This design comes from an exercise in tuning for small area, a short achievable clock period and few clock cycles per item on the open sky130 flow, not from production work.
The RTL was checked by simulation tests, not by an equivalence proof against the original design.

Setup of alpha:
## l3cc_pll
module l3cc_pll (
    input  wire        clk,
    input  wire        rst,         
    input  wire        start,       
    input  wire [31:0] target,
    input  wire [31:0] source,
    output wire        ready,
    output wire        done,        
    output wire        err,
    output wire        prescale,
    output wire        nwarn,
    output wire        ksat,
    output wire [3:0]  n,
    output wire [23:0] k,
    output wire [31:0] ndiv
);
Size: roughly 1700 cells after synthesis, roughly 130 I/O pins, ~14000 µm² of cells after synthesis.
Settings: LEC_CHECK=0, CAP_MARGIN=20, CORE_MARGIN=2, CORE_UTILIZATION=60, CTS_BUF_LIST=sky130_fd_sc_hd__clkbuf_8, SETUP_SLACK_MARGIN=1, SLEW_MARGIN=20; clock period 5.0 ns.
standard.sh (not shown) runs the stock make flow with config.mk's settings and CLKGATE_MAP_FILE= SYNTH_SCRIPT=/design/flow/synth_recipe.tcl, a recipe that flattens the netlist after the stock synthesis.
==> flow/flow/run.sh <==
#!/bin/bash
# The standard layout, with the port buffers made from the platform's
# smallest buffer (buf_1) instead of the default choice; the resizer still
# sizes them up where timing or slew needs it.
set -euo pipefail
export BUFFER_PORTS_ARGS="-buffer_cell sky130_fd_sc_hd__buf_1"
bash standard.sh > standard.log 2>&1
Testbench counts of alpha, summed over its fixed seeds: cycles 25,069, items 1,600.
--- input diff alpha..beta ---
- CTS_BUF_LIST removed (was sky130_fd_sc_hd__clkbuf_8)
Results
- End point of the critical path = rem[5]$_DFF_P_: beta; end point of the critical path = dn[17]$_DFFE_PP_: alpha
- Delta (beta minus alpha): design area climbed 0.84%.
- Summary of the comparison: sequential fraction of total cell area is lower in beta, relative to alpha.

Another version of the RTL of l3cc_pll (not shown whole).
Size: about 130 I/O pins.
==> flow/config.mk <==
export PLATFORM = sky130hd
export DESIGN_NAME = l3cc_pll
export DESIGN_NICKNAME = l3cc_pll
export VERILOG_FILES = /design/flow/design.v
export SDC_FILE = /design/flow/constraint.sdc
export NUM_CORES = 4
export LEC_CHECK = 0
export CAP_MARGIN = 20
export CORE_MARGIN = 2
export CORE_UTILIZATION = 70
export SETUP_SLACK_MARGIN = 1
export SLEW_MARGIN = 20
==> flow/constraint.sdc <==
create_clock -name core_clock -period 5.0 [get_ports {clk}]
set_input_delay 1.0000 -clock core_clock [delete_from_list [all_inputs] [get_ports {clk}]]
set_output_delay 1.0000 -clock core_clock [all_outputs]
set_load 0.01 [all_outputs]
Scripts as last shown in full above: flow/flow/run.sh
The starting point finished with timing, DRC and antenna clean.
Testbench counts at the start, summed over its fixed seeds: cycles 25,069, items 1,600.
Rerun with:
CORE_UTILIZATION = 60   (was 70)
Result:
- The new run went through all stages and came out clean
- non-clock buffer count is higher by 1
- die area is higher by 16%
- via count is lower by 3.0%
- setup slack got worse by 0.019 ns
- sequential share of layout area is lower by 0.13 points
- routed wire length is higher by 1.6%
- core utilization is lower by 11 points
- clock skew is about the same

## run 1
l3cc_pll, a different RTL version from the one above (not shown whole).
Size in the first run: ~150 flip-flops.
// l3cc_pll
module l3cc_pll (
    input  wire        clk,
    input  wire        rst,         
    input  wire        start,       
    input  wire [31:0] target,
    input  wire [31:0] source,
    output wire        ready,
    output wire        done,        
    output wire        err,
    output wire        prescale,
    output wire        nwarn,
    output wire        ksat,
    output wire [3:0]  n,
    output wire [23:0] k,
    output wire [31:0] ndiv
);
clock: 5.0 ns
lec_check: 0
cap_margin: 20
core_margin: 2
core_utilization: 70
setup_slack_margin: 1
slew_margin: 20
Scripts as last shown in full above: flow/flow/run.sh
Testbench counts of run 1, summed over its fixed seeds: cycles 25,069, items 1,600.
Relative to run 1, the following input files were edited for run 2:
# run 1
export LEC_CHECK = 0
export CAP_MARGIN = 20
export CORE_MARGIN = 2
export CORE_UTILIZATION = 70
export SETUP_SLACK_MARGIN = 1
export SLEW_MARGIN = 20
create_clock -name core_clock -period 5.0 [get_ports {clk}]
# run 2
export LEC_CHECK = 0
export CAP_MARGIN = 20
export CORE_MARGIN = 2
export CORE_UTILIZATION = 60
export CTS_BUF_LIST = sky130_fd_sc_hd__clkbuf_8
export SETUP_SLACK_MARGIN = 1
export SLEW_MARGIN = 20
create_clock -name core_clock -period 5.0 [get_ports {clk}]
- Result: PASS for each of run 1 and run 2
- Run 2 -> run 1: summed instance area of the synthesized netlist delta 0, exact match
- On net total in the final layout, the lower figure sits with run 1, not run 2.
- Looking at layout overhead on the synthesized area, run 2 sits 0.64 points below run 1.
- A capture point of the worst path of dn[10] is what run 2 shows, while dn[12] belongs to run 1.
- From run 1 to run 2 the numbers moved as follows: final cell count rose 2.6%, synthesized cell count about even.
- Re final period utilization: run 1 and run 2 aren't equal, and the higher value belongs to run 2.
- From run 1 to run 2 the numbers moved as follows: die extent in y has increased; clock period minus worst slack picked up an extra 39 ps; share of cell area taken by multi-input logic gates climbed 0.33 points.
The following lists how run 3 was set up differently from run 2:
# run 2
export LEC_CHECK = 0
export CAP_MARGIN = 20
export CORE_MARGIN = 2
export CORE_UTILIZATION = 60
export CTS_BUF_LIST = sky130_fd_sc_hd__clkbuf_8
export SETUP_SLACK_MARGIN = 1
export SLEW_MARGIN = 20
create_clock -name core_clock -period 5.0 [get_ports {clk}]
# run 3
export LEC_CHECK = 0
export CAP_MARGIN = 20
export CORE_MARGIN = 2
export CORE_UTILIZATION = 60
export SETUP_SLACK_MARGIN = 1
export SLEW_MARGIN = 20
create_clock -name core_clock -period 5.0 [get_ports {clk}]
--- outcome ---
Every stage of the flow completed for run 3, and the final layout passed the timing, design-rule and antenna checks. Compared with run 2, global-route wire length before repair in run 3 increased slightly. The fraction of area in registers of run 3 and that of run 2 are within noise of each other. Changes observed in run 3 relative to run 2: post-layout minimum cycle time down 60 ps, sequential cell area flat, clock buffer count in the final layout up 1.

l3cc_pll, a different RTL version from the one above (not shown whole).
For scale: about 1,800 cells after synthesis, roughly 150 flip-flops, roughly 130 I/O pins.
export LEC_CHECK = 0
export CAP_MARGIN = 20
export CORE_MARGIN = 2
export CORE_UTILIZATION = 60
export SETUP_SLACK_MARGIN = 1
export SLEW_MARGIN = 20
create_clock -name core_clock -period 5.0 [get_ports {clk}]
run.sh (not shown) runs the stock make flow with config.mk's settings and CLKGATE_MAP_FILE= SYNTH_SCRIPT=/design/flow/synth_recipe.tcl, a recipe that flattens the netlist after the stock synthesis.
Stock flow here: none of the scripts above is used.
The baseline produced a clean layout.
Testbench counts at the start, summed over its fixed seeds: cycles 25,069, items 1,600.
Then changed:
==> flow/flow/run.sh (new file) <==
#!/bin/bash
# The standard layout, with the port buffers made from the platform's
# smallest buffer (buf_1) instead of the default choice; the resizer still
# sizes them up where timing or slew needs it.
set -euo pipefail
export BUFFER_PORTS_ARGS="-buffer_cell sky130_fd_sc_hd__buf_1"
bash standard.sh > standard.log 2>&1
==> flow/standard.sh (new file) <==
#!/bin/bash
# synth_recipe.tcl (not shown) runs the flow's synth.tcl, then flattens the netlist and writes it again
# the make line also repeats each setting of config.mk as NAME=value (left out here)
make -C /OpenROAD-flow-scripts/flow DESIGN_CONFIG=/design/flow/config.mk WORK_HOME=/design/flow/orfs CLKGATE_MAP_FILE= SYNTH_SCRIPT=/design/flow/synth_recipe.tcl "${@:-finish}"
removed: flow/run.sh
=> Global-route usage came out higher by 0.37 points; design area came out lower by 5.2%; sequential share of layout area came out higher by 1.1 points; wire length hardly moves; final cell count stays flat; maximum frequency hardly moves; non-clock buffer count stays the same; synthesized area stays the same.

l3cc_pll, a different RTL version from the one above (not shown whole).
Size in the first run: roughly 130 I/O pins, about 0.015 mm^2 of cells after synthesis.
Settings: LEC_CHECK=0, CAP_MARGIN=20, CORE_MARGIN=2, CORE_UTILIZATION=60, SETUP_SLACK_MARGIN=1, SLEW_MARGIN=20; clock period 5.0 ns.
Stock flow here: none of the scripts above is used.
The first run finished with timing, DRC and antenna clean.
Testbench counts at the start, summed over its fixed seeds: cycles 25,069, items 1,600.
Rerun with:
==> flow/flow/run.sh (new file) <==
#!/bin/bash
# The standard layout, with the port buffers made from the platform's
# smallest buffer (buf_1) instead of the default choice; the resizer still
# sizes them up where timing or slew needs it.
set -euo pipefail
export BUFFER_PORTS_ARGS="-buffer_cell sky130_fd_sc_hd__buf_1"
bash standard.sh > standard.log 2>&1
==> flow/standard.sh (new file) <==
#!/bin/bash
# synth_recipe.tcl (not shown) runs the flow's synth.tcl, then flattens the netlist and writes it again
# the make line also repeats each setting of config.mk as NAME=value (left out here)
make -C /OpenROAD-flow-scripts/flow DESIGN_CONFIG=/design/flow/config.mk WORK_HOME=/design/flow/orfs CLKGATE_MAP_FILE= SYNTH_SCRIPT=/design/flow/synth_recipe.tcl "${@:-finish}"
removed: flow/run.sh
After rerunning:
- cell area decreases by 2.3%
- synthesized area does not change
- via count increases by 1.5%
- sequential share of layout area increases by 0.50 points
- first-iteration DRC count decreases by 7.9%
- maximum frequency increases by 1.3%
- wire length increases by 3.4%
- cell count increases by 1.7%
- critical path depth decreases by 2
- setup slack improves by 51 ps

-- re-timing with driven ports --
How much do the figures lean on ideal ports? The routed layouts below were timed once more, with nothing changed but the port constraints.
Step 1 (the two cells are an assumption about what drives the block):
set clk [get_ports {clk}]
set_driving_cell -lib_cell sky130_fd_sc_hd__clkbuf_16 $clk
set_driving_cell -lib_cell sky130_fd_sc_hd__buf_2 [delete_from_list [all_inputs] $clk]
Step 2 adds t to the input delays and takes it off the output delays; t is the mean of the earliest and latest rising clock arrival at the registers after step 1. Input paths then give back, and output paths get back, about the clock's delay inside the block.
Three values: ideal, step 1, step 2; two values: the first two.
run	t (ns)	setup WS [ns]	clock arrival spread, ns
alpha	0.510	1.094 / 1.094 / 0.632	0.022 / 0.021
beta	0.482	1.091 / 1.091 / 0.716	0.017 / 0.016
the first run of note 2	0.493	0.631 / 0.643 / 0.149	0.018 / 0.017
the second run of note 2	0.485	0.612 / 0.644 / 0.159	0.015 / 0.015
run 1	0.504	1.029 / 1.029 / 0.692	0.018 / 0.017
run 2	0.523	0.990 / 0.990 / 0.737	0.016 / 0.016
run 3	0.494	1.050 / 1.050 / 0.725	0.016 / 0.016
the first run of note 4	0.493	0.993 / 0.993 / 0.542	0.014 / 0.014
the second run of note 4	0.483	1.002 / 1.002 / 0.657	0.018 / 0.019
the first run of note 5	0.496	0.935 / 0.935 / 0.688	0.012 / 0.012
the second run of note 5	0.487	0.986 / 0.986 / 0.904	0.016 / 0.016
After both steps every run listed still meets setup and hold. For the first run of note 2, which loses most, drivers alone change the setup slack by +0.012 ns; drivers and shift together by -0.482 ns.
